What follows belongs to an exercise in optimizing a design on an open flow for small area, a short achievable clock period and few clock cycles per item; a production flow would make more cautious choices.
RTL that was checked went through simulation tests only; none was proved equivalent to the original.
Power is estimated from default activity; no workload was simulated.

==> branch tundra <==
## pib_top
module pib_top (
    input  wire        clk,
    input  wire        rst,           
    input  wire        host_valid,
    input  wire        host_write,
    input  wire [1:0]  host_size,     
    input  wire [17:0] host_addr,     
    input  wire [31:0] host_wdata,
    output wire        host_ready,
    output wire [31:0] host_rdata,
    output wire        host_err
);
clock: 12.0 ns
lec_check: 0
abc_clock_period_in_ps: 6000
cap_margin: 20
core_margin: 2
core_utilization: 25
place_density: 0.45
setup_slack_margin: 4.5
slew_margin: 20
run.sh (not shown) runs the stock make flow with config.mk's settings and CLKGATE_MAP_FILE= SYNTH_SCRIPT=/design/flow/synth_recipe.tcl, a recipe that flattens the netlist after the stock synthesis.
==> branch delta: changes against branch tundra <==
--- a/flow/design.v
+++ b/flow/design.v
@@ -55,35 +55,50 @@
     reg [15:0] r_ck_result;
     reg [6:0]  r_r_len;
     reg [31:0] t_key  [0:LPM_CAPACITY-1];
     reg [5:0]  t_plen [0:LPM_CAPACITY-1];
     reg        t_deny [0:LPM_CAPACITY-1];
     reg        busy;
     reg [6:0]  e_p;                 
     reg [15:0] acc;                 
+    reg [6:0]  e_end;               
+    reg [6:0]  e_q, e_qn;           
+    reg [6:0]  e_dend;              
+    reg        r_ck_bad, r_echo_bad;    
     function [31:0] mask32(input [5:0] n);
         integer b;
         begin
             for (b = 0; b < 32; b = b + 1)
                 mask32[b] = (n >= 6'd32 - b);
         end
     endfunction
     function [31:0] csa(input [15:0] a, input [15:0] b, input [15:0] c);
         reg [15:0] cy;
         begin
             cy  = (a & b) | (a & c) | (b & c);
             csa = {cy[14:0], cy[15], a ^ b ^ c};
         end
     endfunction
     function [15:0] eac(input [15:0] a, input [15:0] b);
-        reg [16:0] t;
+        reg [15:0] g, p, G, P;
+        integer k, d;
         begin
-            t   = {1'b0, a} + {1'b0, b};
-            eac = t[15:0] + {15'd0, t[16]};
+            g = a & b;
+            p = a ^ b;
+            G = g;
+            P = p;
+            for (d = 1; d < 16; d = d * 2)
+                for (k = 15; k >= d; k = k - 1) begin
+                    G[k] = G[k] | (P[k] & G[k-d]);
+                    P[k] = P[k] & P[k-d];
+                end
+            eac[0] = p[0] ^ G[15];
+            for (k = 1; k < 16; k = k + 1)
+                eac[k] = p[k] ^ (G[k-1] | (P[k-1] & G[15]));
         end
     endfunction
     function [15:0] swap16(input [15:0] x);
         swap16 = {x[7:0], x[15:8]};
     endfunction
     wire [1:0]  region = host_addr[17:16];
     wire [7:0]  roff   = host_addr[7:0];
     reg reg_known;
@@ -115,19 +130,23 @@
     wire        d_class  = (w[7:0] == 8'h02) && w_hi0;
     wire        d_clear  = (w[7:0] == 8'h10) && w_hi0;
     wire        d_insert = (w[7:0] == 8'h11) && (w[15:14] == 2'd0) && (w[31:17] == 15'd0);
     wire        d_match  = (w[7:0] == 8'h12) && w_hi0;
     wire        d_cksum  = (w[7:0] == 8'h20) && (w[31:9] == 23'd0);
     wire        d_echo   = (w[7:0] == 8'h21) && w_hi0;
     wire [15:0] a_start  = r_arg1[15:0];
     wire [15:0] a_len    = r_arg1[31:16];
-    wire [16:0] a_end    = {1'b0, a_start} + {1'b0, a_len};
-    wire        ck_bad   = (a_end > 17'd64);
-    wire        echo_bad = ck_bad || (a_len > 16'd56);
+    wire        ck_bad   = r_ck_bad;
+    wire        echo_bad = r_echo_bad;
+    wire [31:0] arg1_nx  = (reg_wr && roff == 8'h14) ? w : r_arg1;
+    wire [7:0]  arg1_sum = {1'b0, arg1_nx[6:0]} + {1'b0, arg1_nx[22:16]};
+    wire        ck_bad_nx = (arg1_nx[15:7] != 9'd0) || (arg1_nx[31:23] != 9'd0) ||
+                            (arg1_sum > 8'd64);
+    wire        echo_bad_nx = ck_bad_nx || (arg1_nx[22:16] > 7'd56);
     wire        ins_bad  = (w[13:8] > 6'd32);
     wire go_multi = cmd_write && ((d_cksum && !ck_bad) || (d_echo && !echo_bad) ||
                                   d_match || (d_insert && !ins_bad));
     wire m_stream = r_cmd[5];                
     wire m_echo   = r_cmd[5] && r_cmd[0];
     wire m_rbuf   = r_cmd[8];                
     wire m_ins    = !r_cmd[5] && r_cmd[0];   
     wire m_byte   = (a_start[1:0] != 2'd0);  
@@ -234,27 +253,29 @@
     generate
         for (gi = 0; gi < 64; gi = gi + 1) begin : g_hwe
             wire hit = (host_addr[5:2] == gi / 4) && h_be[gi % 4];
             assign f_we[gi] = h_fwr && hit;
         end
     endgenerate
     assign f_lanes = {h_lanes, h_lanes};
     wire [6:0] s7 = a_start[6:0];
-    wire [6:0] e7 = a_end[6:0];
     wire [6:0] bnd = (m_echo && m_byte) ? e_p + 7'd1 :
                      m_echo             ? {e_p[6:3] + 4'd1, 3'd0} :
                                           {e_p[6:4] + 3'd1, 4'd0};
-    wire       e_last = (bnd >= e7);
-    wire [6:0] hi_eff = e_last ? e7 : bnd;
-    wire [6:0] hrel   = hi_eff - {e_p[6:4], 4'd0};       
+    wire       e_last = (bnd >= e_end);
+    wire       end_here = (e_end[6:4] == e_p[6:4]);    
     wire [15:0] cmask;
     generate
         for (gi = 0; gi < 16; gi = gi + 1) begin : g_cmask
-            assign cmask[gi] = busy && m_stream && (gi >= e_p[3:0]) && (gi < hrel);
+            wire lt_bnd = !m_echo ? 1'b1 :
+                          m_byte  ? (gi == e_p[3:0]) :
+                                    (e_p[3] || gi < 8);
+            wire lt_end = !end_here || (gi < e_end[3:0]);
+            assign cmask[gi] = busy && m_stream && (gi >= e_p[3:0]) && lt_bnd && lt_end;
         end
     endgenerate
     wire        src_r = !m_echo && m_rbuf;
     wire [127:0] sch  = src_r ? rch : fch;
     wire [15:0] sw [0:7];
     generate
         for (gi = 0; gi < 8; gi = gi + 1) begin : g_sw
             assign sw[gi] = {sch[16*gi +: 8] & {8{cmask[2*gi]}},
@@ -272,32 +293,30 @@
     wire        s_odd  = a_start[0];
     wire [15:0] ck_fin = ~(s_odd ? swap16(sum_next) : sum_next);
     wire [15:0] idsq      = eac(r_arg0[31:16], r_arg0[15:0]);
     wire [15:0] acc_echo0 = s_odd ? swap16(idsq) : idsq;
     wire [63:0]  fch8  = e_p[3] ? fch[127:64] : fch[63:0];
     wire [63:0]  cp8   = a_start[2] ? {fch8[31:0], fch8[63:32]} : fch8;
     wire [7:0]   cpb   = fword[31 - 8*e_p[1:0] -: 8];
     wire [63:0]  e_lanes = m_byte ? {8{cpb}} : cp8;
-    wire [6:0]   dlo = e_p - s7 + 7'd8;
-    wire [6:0]   dhi = hi_eff - s7 + 7'd8;
     wire         e_copy = busy && m_echo;
     wire         e_fin  = busy && m_echo && e_last;
     wire [63:0] r_lanes = busy ? e_lanes : {h_lanes, h_lanes};
     wire [63:0] e_hdr   = {r_arg0[7:0], r_arg0[15:8], r_arg0[23:16], r_arg0[31:24],
                            ck_fin[7:0], ck_fin[15:8], 16'd0};    
     generate
         for (gi = 0; gi < 64; gi = gi + 1) begin : g_rwe
             wire hhit = (host_addr[5:2] == gi / 4) && h_be[gi % 4];
             wire ehit;
             if (gi < 8) begin : g_lo
                 assign ehit = e_fin;
                 assign r_wd[8*gi +: 8] = busy ? e_hdr[8*gi +: 8] : r_lanes[8*(gi%8) +: 8];
             end else begin : g_hi
-                assign ehit = e_copy && (gi >= dlo) && (gi < dhi);
+                assign ehit = e_copy && (gi >= e_q) && (gi < e_qn) && (gi < e_dend);
                 assign r_wd[8*gi +: 8] = r_lanes[8*(gi%8) +: 8];
             end
             assign r_we[gi] = (h_rwr && hhit) || ehit;
         end
     endgenerate
     pib_buf #(.SIZE(FRAME_BUF_SIZE)) u_rbuf (
         .clk(clk), .we(r_we), .wdata(r_wd), .mem_flat(rm));
     wire [31:0] icmp_a = fword;                       
@@ -442,34 +461,42 @@
             r_p_icmp_seq    <= 16'd0;
             r_m_addr        <= 32'd0;
             r_m_allow       <= 1'b0;
             r_m_hit         <= 1'b0;
             r_m_len         <= 6'd0;
             r_c_verdict     <= 2'd0;
             r_ck_result     <= 16'd0;
             r_r_len         <= 7'd0;
+            r_ck_bad        <= 1'b0;
+            r_echo_bad      <= 1'b0;
         end else begin
+            r_ck_bad   <= ck_bad_nx;
+            r_echo_bad <= echo_bad_nx;
             if (reg_wr) begin
                 case (roff)
                     8'h00: r_cmd <= w;
                     8'h08: r_errlog <= r_errlog & ~w[8:1];
                     8'h0C: r_frame_len <= w[15:0];
                     8'h10: r_arg0 <= w;
                     8'h14: r_arg1 <= w;
                     default: ;
                 endcase
             end
             if (fin) begin
                 r_status <= fin_code;
                 if (fin_code != C_OK) r_errlog[fin_code] <= 1'b1;
             end
             if (cmd_write) begin
                 if (go_multi) busy <= 1'b1;
-                e_p <= s7;
+                e_p    <= s7;
+                e_end  <= s7 + a_len[6:0];
+                e_dend <= a_len[6:0] + 7'd8;
+                e_q    <= 7'd8;
+                e_qn   <= m_byte ? 7'd9 : (7'd16 - {4'd0, s7[2:0]});
                 acc <= d_echo ? acc_echo0 : 16'd0;
                 if (d_clear) r_lpm_count <= 5'd0;
                 if (d_parse || d_class) begin
                     r_hdr_valid    <= p_hdr;
                     r_p_ver_ihl    <= p_load ? f_b0   : 8'd0;
                     r_p_total_len  <= p_load ? f_tlen : 16'd0;
                     r_p_protocol   <= p_load ? f_prot : 8'd0;
                     r_p_src        <= p_load ? f_src  : 32'd0;
@@ -486,21 +513,23 @@
                     r_m_hit     <= p_ok && l_hit;
                     r_m_allow   <= p_ok && l_hit && !l_deny;
                     r_m_len     <= p_ok ? mlen : 6'd0;
                     r_c_verdict <= p_ok ? 2'b01 : 2'b10;
                 end
             end
             if (busy) begin
                 if (m_stream) begin
-                    e_p <= bnd;
-                    acc <= sum_next;
+                    e_p  <= bnd;
+                    e_q  <= e_qn;
+                    e_qn <= e_qn + (m_byte ? 7'd1 : 7'd8);
+                    acc  <= sum_next;
                     if (e_last) begin
                         busy <= 1'b0;
-                        if (m_echo) r_r_len <= a_len[6:0] + 7'd8;
+                        if (m_echo) r_r_len <= e_dend;
                         else        r_ck_result <= ck_fin;
                     end
                 end else begin
                     busy <= 1'b0;
                     if (!m_ins) begin
                         r_m_addr  <= r_arg0;
                         r_m_hit   <= l_hit;
                         r_m_allow <= l_hit && !l_deny;
Settings changed: ABC_CLOCK_PERIOD_IN_PS 6000 to unset, CORE_UTILIZATION 25 to 45, PLACE_DENSITY 0.45 to 0.6.
==> notes <==
Between branch delta and branch tundra, the lower first-iteration DRC count is in branch tundra (gap 16%, measured against branch tundra).
Non-clock buffer count: branch delta is higher than branch tundra (83).
Branch delta passed the timing, DRC and antenna checks. Branch tundra completed with no timing, DRC or antenna violations.
Between branch tundra and branch delta, the lower hold slack is in branch tundra (gap 0.0021 ns).
Power is about the same in branch tundra and branch delta.
Of branch delta and branch tundra, branch delta has the higher fmax (gap 23%, measured against branch tundra).
Between branch delta and branch tundra, the lower sequential power is in branch tundra (gap about 2%, measured against branch tundra).
Die area: branch delta is lower than branch tundra (about 44%).
Of branch tundra and branch delta, branch tundra has the higher clock-buffer cell count (gap 21).
Of branch delta and branch tundra, branch delta has the higher register-to-register slack (gap 2.3 ns).
==> figures <==
Largest net degree at the start of global routing: branch delta 148; branch tundra 79
Violation count after the first detailed-route iteration: branch delta 17,686; branch tundra 15,303
Yosys reg bits: branch delta 2,063; branch tundra 2,033
Outcome: branch delta finished clean; branch tundra finished clean
Proportion of synthesized chip area in sequential cells: branch delta 53.5%; branch tundra 52.5%
Register fraction of the total cell area: branch delta 43.9%; branch tundra 42.6%
Min-Delay Endpoint: branch delta r_p_src[31]; branch tundra r_p_dst[21]
Post-route non-filler standard cell count: branch delta 13,631; branch tundra 16,145
Pwr Density: branch delta 120 nW/um^2; branch tundra 118 nW/um^2
Via count of the routed design: branch delta 97,938; branch tundra 95,147
Capture instance of the worst register-to-register path: branch delta u_rbuf.mem[3][4]; branch tundra u_rbuf.mem[2][7]
Routed wire length on met2: branch delta 253,000 um; branch tundra 260,000 um
Compound-Gate Fraction of Synth Area: branch delta 15.2%; branch tundra 15.2%
Worst ir drop on vdd: branch delta 155 uV; branch tundra 133 uV
Insertion delay to the later sink of the worst-skew pair: branch delta 0.97 ns; branch tundra 1.01 ns
Adder-Cell Fraction of Synth Area: branch delta 3.09%; branch tundra 3.40%
Critical R2R Launch: branch delta u_fbuf.mem[0][2]; branch tundra r_arg1[0]
Switching power total: branch delta 0.00391 W; branch tundra 0.00388 W
Fin nets: branch delta 10,432; branch tundra 10,456
Sum of met3 wire segment lengths after detailed routing: branch delta 81,600 um; branch tundra 62,800 um
Testbench counts of branch tundra, summed over its fixed seeds: cycles 39,988, items 1,200.
Only the layout flow was run in branch delta; the RTL was not checked for function there.

[re-timing with driven ports]
How much do the figures lean on ideal ports? The routed layouts below were timed once more, with nothing changed but the port constraints.
Step 1 sets driving cells, clkbuf_16 on the clock port and buf_2 on the other inputs (assumed; they add their load-dependent delay and slew).
Step 2 moves the port delays by t, midway between the first and last clock arrival at a register: inputs arrive t later, outputs are due t later. That takes back most of the time a late clock gives input paths.
Three values: no drivers, after step 1, after step 2; two values: the first two.
run | t (ns) | setup slack, ns | worst slew at a driven data input, ns
branch tundra | 1.061 | 0.819 / 0.819 / 0.819 | 0.11
branch delta | 1.022 | 2.893 / 2.887 / 1.865 | 0.51
After both steps setup and hold are still met in every run listed. The setup slack of branch delta, which loses most, moves by -0.006 ns with the drivers and by -1.028 ns with both steps.
